Context: an optimization exercise on an open-source flow, tuned for small area. The choices shown serve that exercise and are no tape-out recipe. The RTL was checked by simulation tests, not by an equivalence proof against the original design. The flow treats the clock pin as an ideal source. Dropping or thinning the clock tree relies on that and would not hold on a real chip. Power is estimated from default activity; no workload was simulated.

## run A
==> flow/design.v <==
module qd_core (
    input  wire        clk,
    input  wire        rst,             
    input  wire        req_valid,
    output wire        req_ready,
    input  wire [31:0] req_value,
    input  wire [31:0] req_cursor,
    input  wire [31:0] req_capacity,
    output wire        wr_valid,
    output wire [31:0] wr_addr,
    output wire [15:0] wr_data,
    output wire [1:0]  wr_be,
    output wire        rsp_valid,
    output wire [31:0] rsp_cursor,
    output wire [3:0]  rsp_len,
    output wire        rsp_status
);
    localparam [6:0] C_RSP  = 7'd69,
                     C_RST  = 7'd80;
    reg  [6:0]  cnt;
    reg  [38:0] r;        
    reg  [31:0] cur;      
    reg  [3:0]  len;      
    wire idle   = &cnt;
    wire dabble = (cnt[6:5] == 2'b00);
    wire rotate = ~cnt[6];
    wire accept = req_valid & idle & ~rst;
    wire fault  = (req_capacity < 32'd10);
    wire [4:0]  k = cnt[4:0];
    wire [8:0]  en_t = {k[4] & k[3] & k[2] & (k[1] | k[0]),   
                        k[4] & k[3] & (k[2] | k[1]),          
                        k[4] & (k[3] | (k[2] & k[1])),        
                        k[4] & (k[3] | k[2] | k[1]),          
                        k[4],                                 
                        k[4] | (k[3] & k[2]),                 
                        k[4] | k[3],                          
                        k[4] | k[3] | k[2],                   
                        1'b1};
    reg  [38:0] rc;
    integer j, b;
    reg  [3:0] d, o;
    reg        en, g;
    always @(*) begin
        rc = r;
        for (j = 0; j < 9; j = j + 1) begin
            for (b = 0; b < 4; b = b + 1) d[b] = r[(32 + 4*j + b) % 39];
            en = dabble & en_t[j];
            g  = en & (d[3] | (d[2] & (d[1] | d[0])));
            o[3] = d[3] | g;
            o[2] = d[2] ^ (g & (d[2] | d[0]));
            o[1] = d[1] ^ (g & ~d[0]);
            o[0] = d[0] ^ g;
            for (b = 0; b < 4; b = b + 1) rc[(32 + 4*j + b) % 39] = o[b];
        end
    end
    wire        first = (cnt == 7'd32);
    wire [3:0]  win   = {r[32] & ~first, r[31:29]};
    wire        slot  = (cnt[1:0] == 2'd0) && (cnt >= 7'd32) && (cnt <= 7'd68);
    wire        last  = (cnt == 7'd68);
    wire        emit  = slot && ((win != 4'd0) || (len != 4'd0) || last);
    assign wr_valid   = emit & ~rst;
    assign wr_addr    = cur;
    assign wr_data    = {4'h3, win, 4'h3, win};
    assign wr_be      = 2'b01;
    assign req_ready  = idle;
    assign rsp_valid  = (cnt == C_RSP) & ~rst;
    assign rsp_cursor = cur;
    assign rsp_len    = len;
    assign rsp_status = (len == 4'd0);
    reg  [32:0] cc;
    reg  [4:0]  lc;
    integer i;
    always @(*) begin
        cc[0] = emit;
        for (i = 0; i < 32; i = i + 1) cc[i+1] = cc[i] & cur[i];
        lc[0] = emit;
        for (i = 0; i < 4; i = i + 1) lc[i+1] = lc[i] & len[i];
    end
    always @(posedge clk) begin
        if (rst)
            cnt <= C_RST;
        else if (accept & fault)
            cnt <= C_RSP;
        else if (!idle || accept)
            cnt <= cnt + 7'd1;
        r   <= {rc[37:0], rc[38] & rotate} | ({39{accept}} & {7'd0, req_value});
        cur <= accept ? req_cursor : cur ^ cc[31:0];
        len <= accept ? 4'd0 : len ^ lc[3:0];
    end
endmodule
export LEC_CHECK = 0
export CAP_MARGIN = 20
export CORE_MARGIN = 2
export CORE_UTILIZATION = 65
export SLEW_MARGIN = 20
create_clock -name core_clock -period 16.0 [get_ports {clk}]
standard.sh (not shown) runs the stock make flow with config.mk's settings and CLKGATE_MAP_FILE= SYNTH_SCRIPT=/design/flow/synth_recipe.tcl, a recipe that flattens the netlist after the stock synthesis.
==> flow/flow/run.sh <==
#!/bin/bash
# The standard layout with two changes: the smallest buffer on each port, and
# a one-level clock tree (flow/mcts.tcl, run as ORFS's PRE_CTS hook) of
# $CLKBUF_K buffers driven by the clock port, in place of TritonCTS's tree.
# standard.sh's output goes to standard.log; ORFS's step logs to orfs/logs.
set -euo pipefail
export BUFFER_PORTS_ARGS="-buffer_cell sky130_fd_sc_hd__buf_1"
export CLKBUF=sky130_fd_sc_hd__clkbuf_16
export CLKBUF_K=4
export DOWNSIZE_MAX_FANOUT=6
export PRE_CTS_TCL="$(pwd)/flow/mcts.tcl"
bash standard.sh > standard.log 2>&1
==> flow/flow/mcts.tcl <==
# Clock buffering in place of TritonCTS: the clock port drives $K buffers of
# type $CLKBUF directly, each feeding one k-means cluster of the clock sinks.
set block [ord::get_db_block]

# Synthesis upsizes some logic cells; with a 16 ns clock, any cell that
# drives few pins can be its smallest size (detailed_placement after this
# hook legalizes the changed widths).
set db [ord::get_db]
set nsw 0
foreach inst [$block getInsts] {
  set name [[$inst getMaster] getName]
  if {![regexp {^(sky130_fd_sc_hd__[a-z0-9]+)_([0-9]+)$} $name -> base drv]} continue
  if {$drv < 2 || [string match "*buf*" $base] || [string match "*inv*" $base]} continue
  set fo -1
  foreach it [$inst getITerms] {
    if {[$it isOutputSignal] && [$it getNet] ne "NULL"} {
      set net [$it getNet]
      set fo [expr {[llength [$net getITerms]] + [llength [$net getBTerms]] - 1}]
    }
  }
  if {$fo < 0 || $fo > $::env(DOWNSIZE_MAX_FANOUT)} continue
  foreach d {1 0} {
    set nm [$db findMaster ${base}_$d]
    if {$nm ne "NULL"} { $inst swapMaster $nm; incr nsw; break }
  }
}
puts "downsized $nsw cells"

set clknet [$block findNet clk]
set master [[ord::get_db] findMaster $::env(CLKBUF)]
set K $::env(CLKBUF_K)
set sinks {}
foreach it [$clknet getITerms] {
  set bb [[$it getInst] getBBox]
  lappend sinks [list $it [expr {([$bb xMin] + [$bb xMax]) / 2.0}] [expr {([$bb yMin] + [$bb yMax]) / 2.0}]]
}
set n [llength $sinks]
# k-means, seeded with sinks spread over the list sorted by x+y
set sorted [lsort -real -index 1 $sinks]
set cx {}; set cy {}
for {set k 0} {$k < $K} {incr k} {
  set s [lindex $sorted [expr {int(($k + 0.5) * $n / $K)}]]
  lappend cx [lindex $s 1]; lappend cy [lindex $s 2]
}
for {set iter 0} {$iter < 50} {incr iter} {
  set asg {}
  foreach s $sinks {
    set best 0; set bd 1e30
    for {set k 0} {$k < $K} {incr k} {
      set d [expr {abs([lindex $s 1] - [lindex $cx $k]) + abs([lindex $s 2] - [lindex $cy $k])}]
      if {$d < $bd} { set bd $d; set best $k }
    }
    lappend asg $best
  }
  set nx {}; set ny {}
  for {set k 0} {$k < $K} {incr k} {
    set sx 0; set sy 0; set c 0
    foreach s $sinks a $asg { if {$a == $k} { set sx [expr {$sx + [lindex $s 1]}]; set sy [expr {$sy + [lindex $s 2]}]; incr c } }
    if {$c > 0} { lappend nx [expr {$sx / $c}]; lappend ny [expr {$sy / $c}] } else { lappend nx [lindex $cx $k]; lappend ny [lindex $cy $k] }
  }
  set cx $nx; set cy $ny
}
for {set k 0} {$k < $K} {incr k} {
  set buf [odb::dbInst_create $block $master clkbuf_m$k]
  set net [odb::dbNet_create $block clknet_m$k]
  $net setSigType CLOCK
  set c 0
  foreach s $sinks a $asg {
    if {$a == $k} { set it [lindex $s 0]; $it disconnect; $it connect $net; incr c }
  }
  [$buf findITerm A] connect $clknet
  [$buf findITerm X] connect $net
  $buf setLocation [expr {int([lindex $cx $k])}] [expr {int([lindex $cy $k])}]
  $buf setPlacementStatus PLACED
  puts "manual clock buffer clkbuf_m$k: $::env(CLKBUF) driving $c sinks"
}

# the buffers above are the clock tree: make cts.tcl's call a no-op
proc clock_tree_synthesis {args} {
  puts "clock_tree_synthesis skipped: clock buffered by flow/mcts.tcl"
}
Run A reached the end of the flow, and the finished layout is clean on the timing, design-rule and antenna checks.
> inputs changed (run A -> run B)
-- flow/flow/run.sh --
<<< run A, line 8
export CLKBUF=sky130_fd_sc_hd__clkbuf_16
export CLKBUF_K=4
export DOWNSIZE_MAX_FANOUT=6
export PRE_CTS_TCL="$(pwd)/flow/mcts.tcl"
bash standard.sh > standard.log 2>&1
>>> run B, line 8
export CLKBUF=sky130_fd_sc_hd__clkbuf_16
export CLKBUF_K=4
export PRE_CTS_TCL="$(pwd)/flow/mcts.tcl"
bash standard.sh > standard.log 2>&1
-- flow/flow/mcts.tcl --
<<< run A, line 2
# type $CLKBUF directly, each feeding one k-means cluster of the clock sinks.
set block [ord::get_db_block]

# Synthesis upsizes some logic cells; with a 16 ns clock, any cell that
# drives few pins can be its smallest size (detailed_placement after this
# hook legalizes the changed widths).
set db [ord::get_db]
set nsw 0
foreach inst [$block getInsts] {
  set name [[$inst getMaster] getName]
  if {![regexp {^(sky130_fd_sc_hd__[a-z0-9]+)_([0-9]+)$} $name -> base drv]} continue
  if {$drv < 2 || [string match "*buf*" $base] || [string match "*inv*" $base]} continue
  set fo -1
  foreach it [$inst getITerms] {
    if {[$it isOutputSignal] && [$it getNet] ne "NULL"} {
      set net [$it getNet]
      set fo [expr {[llength [$net getITerms]] + [llength [$net getBTerms]] - 1}]
    }
  }
  if {$fo < 0 || $fo > $::env(DOWNSIZE_MAX_FANOUT)} continue
  foreach d {1 0} {
    set nm [$db findMaster ${base}_$d]
    if {$nm ne "NULL"} { $inst swapMaster $nm; incr nsw; break }
  }
}
puts "downsized $nsw cells"

set clknet [$block findNet clk]
set master [[ord::get_db] findMaster $::env(CLKBUF)]
>>> run B, line 2
# type $CLKBUF directly, each feeding one k-means cluster of the clock sinks.
set block [ord::get_db_block]
set clknet [$block findNet clk]
set master [[ord::get_db] findMaster $::env(CLKBUF)]
--- outcome ---
No run among run B and run A stopped early or left any final violation; all are clean.
Per the comparison of run B with run A, register-to-register slack has remained practically unchanged; worst max-slew margin expressed relative to the limit has decreased; power per standard cell area has decreased.
Run B vs. run A: post-layout worst setup margin was more or less identical; first-pass GRT wire length ~0 delta; routed wire length fell by 0.42%; count of flip-flops and latches ~0 delta; maximum frequency level.
Run B: share of cells above drive strength 1 higher than run A
Re remaining routing DRC violations: no difference whatsoever between run B and run A.
No run of this note takes its clock network from TritonCTS; it comes from the design's own scripts or RTL.

what the ideal ports hide:
How much do the figures lean on ideal ports? The routed layouts below were timed once more, with nothing changed but the port constraints. Step 1, drivers: a clkbuf_16 drives clk and a buf_2 each remaining input, both assumed. Step 2, shift: input delay + t, output delay - t, t = (earliest + latest rising clock arrival at the registers) / 2. This alone moves slack from input paths to output paths. Three values: ideal, step 1, step 2; two values: the first two.
run	t (ns)	slack for setup (ns)	worst hold slack (ns)	slew at the worst register clock pin (ns)	worst slew at a driven data input, ns
run A	0.216	8.324 / 8.324 / 8.324	0.396 / 0.396 / 0.396	0.09 / 0.09	0.05
run B	0.216	8.323 / 8.323 / 8.323	0.395 / 0.395 / 0.395	0.09 / 0.09	0.05
After both steps every run listed still meets setup and hold.
